Context: an optimization exercise on an open-source flow, tuned for small area, a short achievable clock period and few clock cycles. The choices shown serve that exercise and are no tape-out recipe. RTL that was checked went through simulation tests only; none was proved equivalent to the original. Power and IR drop assume default switching activity.

// gvi_codec
module gvi_codec (
    input  wire       clk,
    input  wire       rst,
    input  wire       enc_in_valid,
    output wire       enc_in_ready,
    input  wire [3:0] enc_in_nib,
    input  wire       enc_in_last,
    input  wire [3:0] enc_in_shift,
    output wire       enc_out_valid,
    input  wire       enc_out_ready,
    output wire [7:0] enc_out_char,
    output wire       enc_out_last,
    input  wire       dec_in_valid,
    output wire       dec_in_ready,
    input  wire [7:0] dec_in_char,
    input  wire       dec_in_last,
    input  wire [3:0] dec_in_shift,
    output wire       dec_out_valid,
    input  wire       dec_out_ready,
    output wire [3:0] dec_out_nib,
    output wire [1:0] dec_out_err,
    output wire       dec_out_last
);
For scale: roughly 700 cells after synthesis, about 84 flip-flops, about 48 I/O pins, roughly 6200 um2 of cells after synthesis.
==> flow/config.mk <==
export PLATFORM = sky130hd
export DESIGN_NAME = gvi_codec
export DESIGN_NICKNAME = gvi_codec
export VERILOG_FILES = /design/flow/design.v
export SDC_FILE = /design/flow/constraint.sdc
export NUM_CORES = 4
export LEC_CHECK = 0
export CAP_MARGIN = 20
export CORE_MARGIN = 2
export CORE_UTILIZATION = 40
export SETUP_SLACK_MARGIN = 3.0
export SLEW_MARGIN = 20
==> flow/constraint.sdc <==
create_clock -name core_clock -period 7.0 [get_ports {clk}]
set_input_delay 1.4000 -clock core_clock [delete_from_list [all_inputs] [get_ports {clk}]]
set_output_delay 1.4000 -clock core_clock [all_outputs]
set_load 0.01 [all_outputs]
standard.sh (not shown) runs the stock make flow with config.mk's settings and CLKGATE_MAP_FILE= SYNTH_SCRIPT=/design/flow/synth_recipe.tcl, a recipe that flattens the netlist after the stock synthesis.
==> flow/flow/run.sh <==
#!/bin/bash
# The standard layout, with synthesis left to ABC for the adders: yosys's
# full/half-adder extraction (ADDER_MAP_FILE) is skipped, nothing else changes.
set -euo pipefail
bash standard.sh ADDER_MAP_FILE= finish > orfs_make.log 2>&1
The starting point passed the timing, design-rule and antenna checks.
Rerun with:
==> flow/run.sh (new file) <==
#!/bin/bash
# synth_recipe.tcl (not shown) runs the flow's synth.tcl, then flattens the netlist and writes it again
# the make line also repeats each setting of config.mk as NAME=value (left out here)
make -C /OpenROAD-flow-scripts/flow DESIGN_CONFIG=/design/flow/config.mk WORK_HOME=/design/flow/orfs CLKGATE_MAP_FILE= SYNTH_SCRIPT=/design/flow/synth_recipe.tcl finish
- SETUP_SLACK_MARGIN: 3.0 -> not set
removed: flow/flow/run.sh
removed: flow/standard.sh
Outcome: Die area went down by about 5%. Total power went up by about 7%. Final area went down by about 12%. Routed wire length went down by about 17%. Cell count went down by about 10%. Sequential power went up by 3.9%. Clock power went up by about 11%. Worst setup slack got worse by 2.4 ns.
No functional check of the RTL was part of any run of this note.

---

Another version of the RTL of gvi_codec (not shown whole).
For scale: roughly 98 flip-flops, ~48 I/O pins, roughly 6500 um^2 of cells after synthesis.
clock: 7.0 ns
lec_check: 0
abc_area: 1
cap_margin: 20
core_margin: 2
core_utilization: 40
setup_slack_margin: 4.8
slew_margin: 20
==> flow/flow/run.sh <==
#!/bin/bash
# The standard layout with two synthesis/placement choices changed:
# - yosys's full/half-adder extraction (ADDER_MAP_FILE) is skipped, so ABC
#   maps the adders and comparators with the rest of the logic;
# - the port buffers that placement inserts are buf_1 cells.
set -euo pipefail
bash standard.sh ADDER_MAP_FILE= "BUFFER_PORTS_ARGS=-buffer_cell sky130_fd_sc_hd__buf_1" finish > orfs_make.log 2>&1
The starting point produced a clean layout.
Testbench counts at the start, summed over its fixed seeds: cycles 36,153.
==> next run, changes <==
- ABC_AREA: 1 -> unset
- SETUP_SLACK_MARGIN: 4.8 -> 4.4
The changed run passed the timing, design-rule and antenna checks; worst hold slack stays flat; count of clock-buffer cells in the layout decreases by 2; fmax is lower by 7.3%; core utilization went down by 7.3 points; setup slack gets worse by 180 ps.

---

== run A ==
gvi_codec again, from the RTL that the note above started with.
clock: 7.0 ns
lec_check: 0
abc_area: 1
cap_margin: 20
core_margin: 2
core_utilization: 40
setup_slack_margin: 4.6
slew_margin: 20
Scripts as last shown in full above: flow/flow/run.sh
Testbench counts of run A, summed over its fixed seeds: cycles 36,153.
## Diff of input files: run B against run A
# run A
export LEC_CHECK = 0
export ABC_AREA = 1
export CAP_MARGIN = 20
export CORE_MARGIN = 2
export CORE_UTILIZATION = 40
export SETUP_SLACK_MARGIN = 4.6
export SLEW_MARGIN = 20
create_clock -name core_clock -period 7.0 [get_ports {clk}]
# run B
export LEC_CHECK = 0
export CAP_MARGIN = 20
export CORE_MARGIN = 2
export CORE_UTILIZATION = 40
export CTS_BUF_LIST = sky130_fd_sc_hd__clkbuf_4 sky130_fd_sc_hd__clkbuf_8
export CTS_CLUSTER_SIZE = 30
export SETUP_SLACK_MARGIN = 4.4
export SLEW_MARGIN = 20
create_clock -name core_clock -period 7.0 [get_ports {clk}]
- Main combinational cell family by area after synthesis = simple AND/OR/NAND/NOR gates: run A; main combinational cell family by area after synthesis = compound AO/OA/AOI/OAI gates: run B
- Run B against run A: cell count dropped about 12%, clock input transition at the sequential cells of the worst setup and hold paths went up 0.03 ns, part of the total power dissipated in combinational logic has decreased, sequential share of layout area up 0.76 points, share of the synthesized area in compound gates (AO/OA/AOI/OAI) picked up an extra 5.9 points.
- met1 global-route usage ends up higher on run B.
Modified inputs, run C compared to run B
# run B
export LEC_CHECK = 0
export CAP_MARGIN = 20
export CORE_MARGIN = 2
export CORE_UTILIZATION = 40
export CTS_BUF_LIST = sky130_fd_sc_hd__clkbuf_4 sky130_fd_sc_hd__clkbuf_8
export CTS_CLUSTER_SIZE = 30
export SETUP_SLACK_MARGIN = 4.4
export SLEW_MARGIN = 20
create_clock -name core_clock -period 7.0 [get_ports {clk}]
# run C
export LEC_CHECK = 0
export ABC_AREA = 1
export CAP_MARGIN = 20
export CORE_MARGIN = 2
export CORE_UTILIZATION = 40
export SETUP_SLACK_MARGIN = 4.7
export SLEW_MARGIN = 20
create_clock -name core_clock -period 7.0 [get_ports {clk}]
[summary]
- Run B → run C: global-route met3 utilization has increased, met2 routing resource usage after global routing has decreased, final design utilization has increased, number of multi-input combinational cells in the layout has increased.
- Diff run B -> run C | count of placed standard cells including taps | increase of about 14%
- Comparing run C and run B, the lower sum of internal, switching and leakage power is on run B.
- Of run C and run B, run B shows the lower combinational fraction of design power, with run C above it.
- Compare run C and run B | share of the cycle needed by the critical path after routing higher: run B
- Cmp run C and run B / fraction of area in registers / lower: run C
- u_decoder.cidx[5]$_DFFE_PP_ as the critical path endpoint was reported by run C, and u_decoder.cidx[3]$_DFFE_PP_ by run B.
- Core outline area: run C < run B
> inputs changed (run C -> run D)
# run C
export LEC_CHECK = 0
export ABC_AREA = 1
export CAP_MARGIN = 20
export CORE_MARGIN = 2
export CORE_UTILIZATION = 40
export SETUP_SLACK_MARGIN = 4.7
export SLEW_MARGIN = 20
create_clock -name core_clock -period 7.0 [get_ports {clk}]
# run D
export LEC_CHECK = 0
export ABC_AREA = 1
export CAP_MARGIN = 20
export CORE_MARGIN = 2
export CORE_UTILIZATION = 65
export PLACE_DENSITY = 0.8
export SETUP_SLACK_MARGIN = 4.5
export SLEW_MARGIN = 20
create_clock -name core_clock -period 7.0 [get_ports {clk}]
## What came out
- Summary of run D over run C: area of combinational cells with multiple inputs fell by 5.3%, summed area of non-filler cells in the final layout dropped 9.5%.
- Utilization of the core after routing, run C and run D, higher one = run D.
- Run D vs. run C: detailed-route vias per instance went up; total number of multi-input combinational cells did not really move.
- Looking at run C and run D, the number of hold violations in the final report is a wash.
- Run D — power 7.6% lower, run C as reference
- Taking run C as the reference point, the number of buffers inserted to repair setup after CTS of run D falls by 3.
- Minimum hold slack: run D vs run C up 0.021 ns
- On routed wire length, run C beats run D.

---

Another version of the RTL of gvi_codec (not shown whole).
Size: ~900 cells after synthesis, roughly 48 I/O pins.
==> flow/config.mk <==
export PLATFORM = sky130hd
export DESIGN_NAME = gvi_codec
export DESIGN_NICKNAME = gvi_codec
export VERILOG_FILES = /design/flow/design.v
export SDC_FILE = /design/flow/constraint.sdc
export NUM_CORES = 4
export LEC_CHECK = 0
export ABC_AREA = 1
export CAP_MARGIN = 20
export CORE_MARGIN = 2
export CORE_UTILIZATION = 40
export SETUP_SLACK_MARGIN = 4.6
export SLEW_MARGIN = 20
==> flow/constraint.sdc <==
create_clock -name core_clock -period 7.0 [get_ports {clk}]
set_input_delay 1.4000 -clock core_clock [delete_from_list [all_inputs] [get_ports {clk}]]
set_output_delay 1.4000 -clock core_clock [all_outputs]
set_load 0.01 [all_outputs]
Scripts as last shown in full above: flow/flow/run.sh
Testbench counts at the start, summed over its fixed seeds: cycles 36,153.
Change:
- CORE_UTILIZATION: 40 -> 58
Outcome: Synthesized area stays the same. Critical path depth drops by 2. Wire length stays flat. First-iteration DRC count rose by 12%. Final area fell by 3.4%. Sequential share of layout area climbs by 1.3 points. Non-clock buffer count increases by 4.
Change:
- CORE_UTILIZATION: 58 -> 50
- CTS_BUF_LIST: not set -> sky130_fd_sc_hd__clkbuf_8
Outcome: The new run finished with timing, DRC and antenna clean; design area increases slightly; combinational power falls slightly; cell count goes up by a few percent.

---

Starting RTL as in the previous note.
// gvi_codec
module gvi_codec (
    input  wire       clk,
    input  wire       rst,
    input  wire       enc_in_valid,
    output wire       enc_in_ready,
    input  wire [3:0] enc_in_nib,
    input  wire       enc_in_last,
    input  wire [3:0] enc_in_shift,
    output wire       enc_out_valid,
    input  wire       enc_out_ready,
    output wire [7:0] enc_out_char,
    output wire       enc_out_last,
    input  wire       dec_in_valid,
    output wire       dec_in_ready,
    input  wire [7:0] dec_in_char,
    input  wire       dec_in_last,
    input  wire [3:0] dec_in_shift,
    output wire       dec_out_valid,
    input  wire       dec_out_ready,
    output wire [3:0] dec_out_nib,
    output wire [1:0] dec_out_err,
    output wire       dec_out_last
);
export LEC_CHECK = 0
export ABC_AREA = 1
export CAP_MARGIN = 20
export CORE_MARGIN = 2
export CORE_UTILIZATION = 50
export SETUP_SLACK_MARGIN = 4.6
export SLEW_MARGIN = 20
create_clock -name core_clock -period 7.0 [get_ports {clk}]
Scripts as last shown in full above: flow/flow/run.sh
Testbench counts at the start, summed over its fixed seeds: cycles 36,153.
Change:
CORE_UTILIZATION = 58   (was 50)
CTS_BUF_LIST = sky130_fd_sc_hd__clkbuf_8   (was unset)
Final cell count shrinks by 2.7%.
Non-clock buffer count grows by 2.
First-iteration DRC count grows by 20%.
Worst setup slack degrades by 0.022 ns.
Count of clock-buffer cells in the layout stays the same.
Area after synthesis is unchanged.
Clock power shrinks by about 20%.
Utilization grows by 7.7 points.
Design area shrinks by 2.2%.

## what the ideal ports hide
Ports are ideal in the flow. The routed layouts listed here were re-timed in OpenROAD. Step 1 assumes that a clkbuf_16 drives the clock port and a buf_2 every other input. Step 2 adds t to the input delays and takes it off the output delays; t is the mean of the earliest and latest rising clock arrival at the registers after step 1. Input paths then give back, and output paths get back, about the clock's delay inside the block. Three values: no drivers, after step 1, after step 2; two values: the first two.
run	t (ns)	setup slack, ns	hold WS [ns]	worst setup path at the end	cell pins on the clock port's net
the first run of note 1	0.389	2.998 / 2.998 / 2.998	0.456 / 0.456 / 0.456	register to register	1
the second run of note 1	0.381	0.616 / 0.616 / 0.616	0.475 / 0.475 / 0.475	register to register	1
the first run of note 2	0.386	4.673 / 4.656 / 4.271	0.480 / 0.480 / 0.480	input to register	1
the second run of note 2	0.394	4.490 / 4.479 / 4.086	0.478 / 0.478 / 0.478	input to register	1
run A	0.383	4.630 / 4.642 / 4.259	0.472 / 0.472 / 0.472	input to register	1
run B	0.420	4.466 / 4.463 / 4.043	0.485 / 0.485 / 0.485	input to register	1
run C	0.387	4.714 / 4.685 / 4.306	0.467 / 0.467 / 0.467	input to register	1
run D	0.399	4.442 / 4.462 / 4.062	0.487 / 0.487 / 0.487	input to register	1
the first run of note 4	0.391	4.643 / 4.632 / 4.242	0.482 / 0.482 / 0.482	input to register	1
the second run of note 4	0.402	4.608 / 4.621 / 4.219	0.497 / 0.497 / 0.497	input to register	1
the third run of note 4	0.396	4.615 / 4.623 / 4.227	0.480 / 0.480 / 0.480	input to register	1
the first run of note 5	0.376	4.633 / 4.625 / 4.250	0.482 / 0.482 / 0.482	input to register	1
the second run of note 5	0.401	4.610 / 4.622 / 4.221	0.497 / 0.497 / 0.497	input to register	1
After both steps setup and hold are still met in every run listed. The setup slack of run B, which loses most, moves by -0.003 ns with the drivers and by -0.423 ns with both steps.
